This design comes from an exercise in tuning for small area, a short achievable clock period and few clock cycles on the open sky130 flow, not from production work. Function was checked by simulation only, so behaviour that the tests miss may differ from the original. Power figures rest on the tool's default switching activity, not on a simulated workload.

## run 3
// px4io_engine
module px4io_engine (
    input  wire        clk,
    input  wire        rst,
    input  wire        cmd_valid,
    input  wire [7:0]  cmd,
    input  wire [7:0]  arg_mode,
    input  wire [7:0]  arg_page,
    input  wire [7:0]  arg_offset,
    input  wire [7:0]  arg_n,
    input  wire [7:0]  arg_retries,
    input  wire [15:0] arg_clear,
    input  wire [15:0] arg_set,
    input  wire        val_we,
    input  wire [4:0]  val_addr,
    input  wire [15:0] val_wdata,
    input  wire [4:0]  out_addr,
    output wire [15:0] out_rdata,
    output wire        link_req,
    output reg  [1:0]  link_op,
    output wire [7:0]  link_wdata,
    input  wire        link_ack,
    input  wire [1:0]  link_resp,
    input  wire [7:0]  link_rdata,
    output wire        busy,
    output reg         ready,
    output wire [7:0]  status,
    output reg  [7:0]  errinfo,
    output reg  [7:0]  result,
    output reg         flag,
    output reg  [2:0]  fault,
    output reg  [31:0] stall_cnt,
    output reg  [31:0] retry_cnt,
    output reg  [31:0] crcfail_cnt
);
clock: 10.0 ns
lec_check: 0
cap_margin: 40
core_margin: 2
core_utilization: 30
cts_cluster_diameter: 80
cts_cluster_size: 16
setup_slack_margin: 4.3
slew_margin: 40
synth_hierarchical: 1
standard.sh (not shown) runs the stock make flow with config.mk's settings and CLKGATE_MAP_FILE= SYNTH_SCRIPT=/design/flow/synth_recipe.tcl, a recipe that flattens the netlist after the stock synthesis.
==> flow/flow/run.sh <==
#!/bin/bash
set -euo pipefail
export BUFFER_PORTS_ARGS="-buffer_cell sky130_fd_sc_hd__buf_2"
sed 's/"\${@:-finish}"/ABC_LOAD_IN_FF=35 "${@:-finish}"/' standard.sh > standard_abc.sh
grep -q 'ABC_LOAD_IN_FF=35 ' standard_abc.sh
bash standard_abc.sh > flow_make.log 2>&1
Having completed the whole flow, run 3 delivered a layout that passed the timing, design-rule and antenna checks.
Testbench counts of run 3, summed over its fixed seeds: cycles 47,047.
--- input diff run 3..run 2 ---
--- a/flow/design.v
+++ b/flow/design.v
@@ -268,29 +268,27 @@
     wire       i_set     = iss && (d_code == C_SET);
     wire       i_set1    = iss && (d_code == C_SET1);
     wire       i_reg     = iss && d_reg;
     wire [7:0] d_b0 = d_buf ? rx[7:0] : tx[7:0];
     wire       i_check_run = i_check && (d_b0[5:0] <= 6'd32);
     wire [5:0] n_iss = (i_get1 || i_set1) ? 6'd1 :
                        i_check ? d_b0[5:0] : arg_n[5:0];
     wire       s_zero = i_get || i_get1;
     wire       s_vcrc = (i_build || i_set || i_set1) && (vlen == n_iss);
     wire        wk_active = wk_on || wk_v;
     wire [4:0]  taddr   = wk_w | rp[6:2];
-    reg [31:0] tx_word, rx_word;
+    reg [31:0] tx_word;
     always @(*) begin
         tx_word = 32'd0;
-        rx_word = 32'd0;
         for (k = 0; k < 17; k = k + 1) begin
             tx_word = tx_word | ({32{taddr == k}} & tx[32*k +: 32]);
-            rx_word = rx_word | ({32{wk_w == k}} & rx[32*k +: 32]);
         end
     end
     wire        wr_ok   = !wk_active && (crc_done || cp1);
     assign busy      = busy_r;
     assign status    = {5'd0, status_r};
     wire [31:0] osel;
     wire [15:0] og0, og1, og2, og3, on01, on23;
     px4io_dec5     u_odec (.a(out_addr), .y(osel));
     px4io_ao8x16   u_og0 (.s(osel[7:0]),   .d(outr[127:0]),   .q(og0));
     px4io_ao8x16   u_og1 (.s(osel[15:8]),  .d(outr[255:128]), .q(og1));
     px4io_ao8x16   u_og2 (.s(osel[23:16]), .d(outr[383:256]), .q(og2));
@@ -340,23 +338,24 @@
     wire [7:0] b_2 = c_buf ? rx[23:16] : tx[23:16];
     wire [7:0] b_3 = c_buf ? rx[31:24] : tx[31:24];
     wire [7:0] ch0 = crc_t4(b_0) ^ crc_t2(b_2) ^ crc_t1(b_3);
     wire [7:0] ch1 = c_n[0] ? crc_t2(ch0) : ch0;
     wire [7:0] ch2 = c_n[1] ? crc_t4(ch1) : ch1;
     wire [7:0] ch3 = c_n[2] ? crc_t8(ch2) : ch2;
     wire [7:0] cf1 = c_n[3] ? crc_t16(pa) : pa;
     wire [7:0] cf2 = c_n[4] ? crc_t32(cf1) : cf1;
     wire [7:0] cf3 = c_n[5] ? crc_t64(cf2) : cf2;
     wire [7:0] crc_v = cf3 ^ wk_c;
     wire       fin   = active && cp1 && !wk_active && !st[ST_BLDRX] && !wk_defer;
-    wire [31:0] wk_word = c_buf ? rx_word : tx_word;
+    wire        rx_rot  = active && wk_on && c_buf;
+    wire [31:0] wk_word = c_buf ? rx[63:32] : tx_word;
     wire [7:0] h3_now = st[ST_HDR] ? link_rdata : hdr[31:24];
     wire [5:0] b_n = arg_n[5:0];
     reg  [31:0] lt_n;            
     always @(*) begin
         for (k = 0; k < 32; k = k + 1)
             lt_n[k] = arg_n[5] || (arg_n[4:0] > k);
     end
     wire        cpy_now = active && st[ST_BLDRX];
     reg  [63:0] vgrp;
     reg  [31:0] lt_cn;           
     always @(*) begin
@@ -397,24 +396,25 @@
             rx_nxt[31:0] = 32'd0;
         else if (rx_bld) begin
             rx_nxt[7:0]   = arg_n | arg_mode;
             rx_nxt[23:16] = arg_page;
             rx_nxt[31:24] = arg_offset;
         end else if (rx_hwr)
             rx_nxt[31:0] = {h3_now, hdr[23:0]};
         else if (rx_crc)
             rx_nxt[15:8] = crc_v;
         for (k = 0; k < 64; k = k + 1) begin
             s_r = (bw_at[k] && !rx_clr) || (cpy_now && ((k / 8) == bk) && lt_cn[k / 2]);
-            s_h = !(rx_zero || rx_clr || s_r);
+            s_h = !(rx_zero || rx_clr || s_r || rx_rot);
             rx_nxt[32 + 8*k +: 8] = ({8{s_r}} & (cpy_now ? vgrp[8*(k % 8) +: 8] : link_rdata)) |
+                                    ({8{rx_rot}} & rx[32 + 8*((k + 4) % 64) +: 8]) |
                                     ({8{rx_clr}} & ((k % 2) ? SENTINEL[15:8] : SENTINEL[7:0])) |
                                     ({8{s_h}} & rx[32 + 8*k +: 8]);
         end
         tx_nxt[31:0] = tx[31:0];
         if (tx_zero || tx_clr)
             tx_nxt[31:0] = 32'd0;
         else if (tx_hdr) begin
             tx_nxt[7:0]   = tx_b0;
             tx_nxt[23:16] = arg_page;
             tx_nxt[31:24] = arg_offset;
         end else if (acc_mod1)
@@ -513,28 +513,29 @@
                 end else if ({1'b0, val_addr} < vlen) begin
                     vcrc <= 8'd0;
                     vlen <= 6'd0;
                 end
             end
             clr_pend <= acc_mod1;
             if (cp_go) begin
                 pa <= ch3;
                 cp1 <= 1'b1;
                 cp_go <= 1'b0;
             end
-            wk_v <= wk_on;
+            wk_v <= wk_on && (wk_rd != 5'd0);
             if (wk_on) begin
                 wk_wd <= wk_word;
-                wk_rd <= wk_rd - 5'd1;
-                wk_on <= (wk_rd > 5'd1);
-                wk_w <= (wk_rd > 5'd1) ? wk_w + 5'd1 : 5'd0;
+                if (wk_rd != 5'd0)
+                    wk_rd <= wk_rd - 5'd1;
+                wk_on <= c_buf ? (wk_w != 5'd16) : (wk_rd > 5'd1);
+                wk_w <= (c_buf ? (wk_w != 5'd16) : (wk_rd > 5'd1)) ? wk_w + 5'd1 : 5'd0;
             end
             if (wk_v) begin
                 if (wk_rem == 6'd1) begin
                     wk_c <= crc16s(wk_c, wk_wd[15:0]);
                     wk_rem <= 6'd0;
                 end else begin
                     wk_c <= crc32s(wk_c, wk_wd);
                     wk_rem <= wk_rem - 6'd2;
                 end
             end
             if (fin) begin
--- outcome ---
Run 2 | stages: all done | timing, DRC, antenna: all pass. The run showing the greater clock network power consumption is run 2. Multi-input gate share of the layout cell area (run 2 over run 3): decrease, 0.38 points. Re net switching power figure: run 3 and run 2 aren't equal, and the lower value belongs to run 3. Wire length of the first global-routing pass ended up 6.6% lower on run 2 than on run 3. Summary: post-layout instance area, run 2 better than run 3. Changes observed in run 2 relative to run 3: part of the power in combinational logic decreased by 0.4 points relative to the old numbers, cell depth of the worst min-delay path increased by 1 relative to the old numbers, internal power summed over all cells closely matched the old numbers, total power closely matched the old numbers, final critical-path required period decreased by 0.15 ns relative to the old numbers. Compared with run 3, run 2 has extra setup slack. After detailed routing, run 3 needs more wire than run 2. Compared with run 3, in run 2 net count of the finished layout lost 108; number of standard cells after synthesis picked up an extra 82.
Testbench counts of run 2, summed over its fixed seeds: cycles 47,338.

* * *

## willow
px4io_engine, a different RTL version from the one above (not shown whole).
Size in the first run: about 10,000 cells after synthesis, ~270 I/O pins, roughly 110,000 um^2 of cells after synthesis.
clock: 10.0 ns
lec_check: 0
cap_margin: 40
core_margin: 2
core_utilization: 30
cts_cluster_diameter: 80
cts_cluster_size: 16
setup_slack_margin: 4.3
slew_margin: 40
synth_hierarchical: 1
Scripts as last shown in full above: flow/flow/run.sh
Testbench counts of willow, summed over its fixed seeds: cycles 47,047.
--- input diff willow..nickel ---
--- a/flow/design.v
+++ b/flow/design.v
@@ -227,17 +227,14 @@
     reg        cp1;           
     reg [7:0]  pa;            
     reg        crc_done;      
     reg [7:0]  wk_c;          
     reg [4:0]  wk_w;          
     reg [5:0]  wk_rem;        
     reg        wk_on;         
-    reg [4:0]  wk_rd;         
-    reg [31:0] wk_wd;         
-    reg        wk_v;          
     reg        wk_defer;      
     reg [2:0]  bk;            
     reg [7:0]  vcrc;          
     reg [5:0]  vlen;
     integer k;
     wire [6:0] d_code = cmd[6:0];
     wire       d_buf  = cmd[7];
@@ -269,15 +266,15 @@
     wire       i_reg     = iss && d_reg;
     wire [7:0] d_b0 = d_buf ? rx[7:0] : tx[7:0];
     wire       i_check_run = i_check && (d_b0[5:0] <= 6'd32);
     wire [5:0] n_iss = (i_get1 || i_set1) ? 6'd1 :
                        i_check ? d_b0[5:0] : arg_n[5:0];
     wire       s_zero = i_get || i_get1;
     wire       s_vcrc = (i_build || i_set || i_set1) && (vlen == n_iss);
-    wire        wk_active = wk_on || wk_v;
+    wire        wk_active = wk_on;
     wire [4:0]  taddr   = wk_w | rp[6:2];
     reg [31:0] tx_word, rx_word;
     always @(*) begin
         tx_word = 32'd0;
         rx_word = 32'd0;
         for (k = 0; k < 17; k = k + 1) begin
             tx_word = tx_word | ({32{taddr == k}} & tx[32*k +: 32]);
@@ -381,16 +378,15 @@
                        i_get1 ? 8'h01 :
                        i_set ? {2'b01, arg_n[5:0]} : 8'h41;
     reg  [63:0]  bw_at;
     always @(*) begin
         for (k = 0; k < 64; k = k + 1)
             bw_at[k] = rx_bw && (idx == k);
     end
-    wire [15:0] mod_s0 = {(bw_at[1] ? link_rdata : rx[47:40]), (bw_at[0] ? link_rdata : rx[39:32])};
-    wire [15:0] mod_w  = (mod_s0 & ~c_clear) | c_set;
+    wire [15:0] mod_w  = (rx_nxt[47:32] & ~c_clear) | c_set;
     reg [543:0] rx_nxt;
     reg [543:0] tx_nxt;
     reg         s_v, s_r, s_h, s_z, s_w;
     always @(*) begin
         rx_nxt[31:0] = rx[31:0];
         if (rx_zero || rx_clr)
             rx_nxt[31:0] = 32'd0;
@@ -475,17 +471,14 @@
             cp1 <= 1'b0;
             pa <= 8'd0;
             crc_done <= 1'b0;
             wk_c <= 8'd0;
             wk_w <= 5'd0;
             wk_rem <= 6'd0;
             wk_on <= 1'b0;
-            wk_rd <= 5'd0;
-            wk_wd <= 32'd0;
-            wk_v <= 1'b0;
             wk_defer <= 1'b0;
             bk <= 3'd0;
             vcrc <= 8'd0;
             vlen <= 6'd0;
             ready <= 1'b0;
             status_r <= S_OK;
             errinfo <= 8'd0;
@@ -515,29 +508,24 @@
             end
             clr_pend <= acc_mod1;
             if (cp_go) begin
                 pa <= ch3;
                 cp1 <= 1'b1;
                 cp_go <= 1'b0;
             end
-            wk_v <= wk_on;
-            if (wk_on) begin
-                wk_wd <= wk_word;
-                wk_rd <= wk_rd - 5'd1;
-                wk_on <= (wk_rd > 5'd1);
-                wk_w <= (wk_rd > 5'd1) ? wk_w + 5'd1 : 5'd0;
-            end
-            if (wk_v) begin
+            if (wk_active) begin
                 if (wk_rem == 6'd1) begin
-                    wk_c <= crc16s(wk_c, wk_wd[15:0]);
+                    wk_c <= crc16s(wk_c, wk_word[15:0]);
                     wk_rem <= 6'd0;
                 end else begin
-                    wk_c <= crc32s(wk_c, wk_wd);
+                    wk_c <= crc32s(wk_c, wk_word);
                     wk_rem <= wk_rem - 6'd2;
                 end
+                wk_on <= (wk_rem > 6'd2);
+                wk_w <= (wk_rem > 6'd2) ? wk_w + 5'd1 : 5'd0;
             end
             if (fin) begin
                 cp1 <= 1'b0;
                 if (c_crc8)
                     result <= crc_v;
                 if (c_check)
                     flag <= (crc_v == (c_buf ? rx[15:8] : tx[15:8]));
@@ -620,16 +608,14 @@
                         if (i_build || i_crc8 || i_check_run || i_reg) begin
                             cp_go <= 1'b1;
                             cp1 <= 1'b0;
                             wk_w <= (!(s_zero || s_vcrc) && (n_iss != 6'd0)) ? 5'd1 : 5'd0;
                             wk_c <= s_vcrc ? vcrc : 8'd0;
                             wk_rem <= (s_zero || s_vcrc) ? 6'd0 : n_iss;
                             wk_on <= !(s_zero || s_vcrc) && (n_iss != 6'd0);
-                            wk_rd <= n_iss[5:1] + {4'd0, n_iss[0]};
-                            wk_v <= 1'b0;
                             wk_defer <= 1'b0;
                             if (i_build && d_buf) begin
                                 wk_on <= 1'b0;
                                 wk_w <= 5'd0;
                                 wk_defer <= !s_vcrc && (n_iss != 6'd0);
                             end
                         end
@@ -640,15 +626,14 @@
                 bk <= bk + 3'd1;
                 if (({1'b0, bk, 2'b00} + 6'd4) >= c_n) begin
                     st <= 11'd1 << ST_PKT;
                     if (wk_defer) begin
                         wk_defer <= 1'b0;
                         wk_on <= 1'b1;
                         wk_w <= 5'd1;
-                        wk_rd <= c_n[5:1] + {4'd0, c_n[0]};
                     end
                 end
             end
             st[ST_UNR]: begin
                 status_r <= S_UNRESPONSIVE;
                 st <= 11'd1 << ST_IDLE;
             end
@@ -756,20 +741,19 @@
                     catt <= 4'd1;
                     att <= 8'd1;
                     wb <= 1'b0;
                     st <= 11'd1 << ST_DRAIN;
                     crc_done <= 1'b0;
                     cp_go <= 1'b1;
                     cp1 <= 1'b0;
-                    wk_w <= 5'd0;
+                    wk_w <= 5'd1;
                     rp <= 7'd0;
-                    wk_c <= crc16s(8'd0, mod_w);
-                    wk_rem <= 6'd0;
-                    wk_on <= 1'b0;
-                    wk_v <= 1'b0;
+                    wk_c <= 8'd0;
+                    wk_rem <= 6'd1;
+                    wk_on <= 1'b1;
                 end else begin
                     status_r <= S_OK;
                     st <= 11'd1 << ST_IDLE;
                 end
             end
         end
     end
[summary]
nickel was carried through to the last stage, and its layout satisfied the timing, design-rule and antenna checks.
Relative to willow, non-clock buffer count has decreased by 2.2% in nickel.
Row arrival time of the worst setup path: nickel lower / willow higher
In terms of finished layout cell area, willow and nickel differ only marginally.
Between nickel and willow, it is nickel whose total power is higher, by 0.18 mW.
Diff willow -> nickel: critical path data required time shrank by 2.75 ns, post-route clock period utilization lower, detailed-route wire length went up by 0.74%, met3 routed wirelength has decreased, sequential fraction of the synthesis area down 0.74 points.
Testbench counts of nickel, summed over its fixed seeds: cycles 46,988.

port drivers added, routing unchanged:
In the flow no input, the clock included, has a driving cell. The finished layouts below were timed again as built, in two steps.
Step 1 assumes that a clkbuf_16 drives the clock port and a buf_2 every other input.
Step 2 adds t to the input delays and takes it off the output delays; t is the mean of the earliest and latest rising clock arrival at the registers after step 1. Input paths then give back, and output paths get back, about the clock's delay inside the block.
Slacks: ideal / step 1 / step 2; pairs: ideal / step 1.
run | t (ns) | setup WS [ns] | hold WS [ns]
run 3 | 1.032 | 4.099 / 4.024 / 3.352 | 0.450 / 0.450 / 0.450
run 2 | 1.034 | 4.251 / 4.209 / 3.187 | 0.425 / 0.425 / 0.425
willow | 1.005 | 4.009 / 4.009 / 3.420 | 0.451 / 0.451 / 0.451
nickel | 1.004 | 4.152 / 4.079 / 3.413 | 0.454 / 0.454 / 0.454
After both steps setup and hold are still met in every run listed. The setup slack of run 2, which loses most, moves by -0.042 ns with the drivers and by -1.064 ns with both steps.
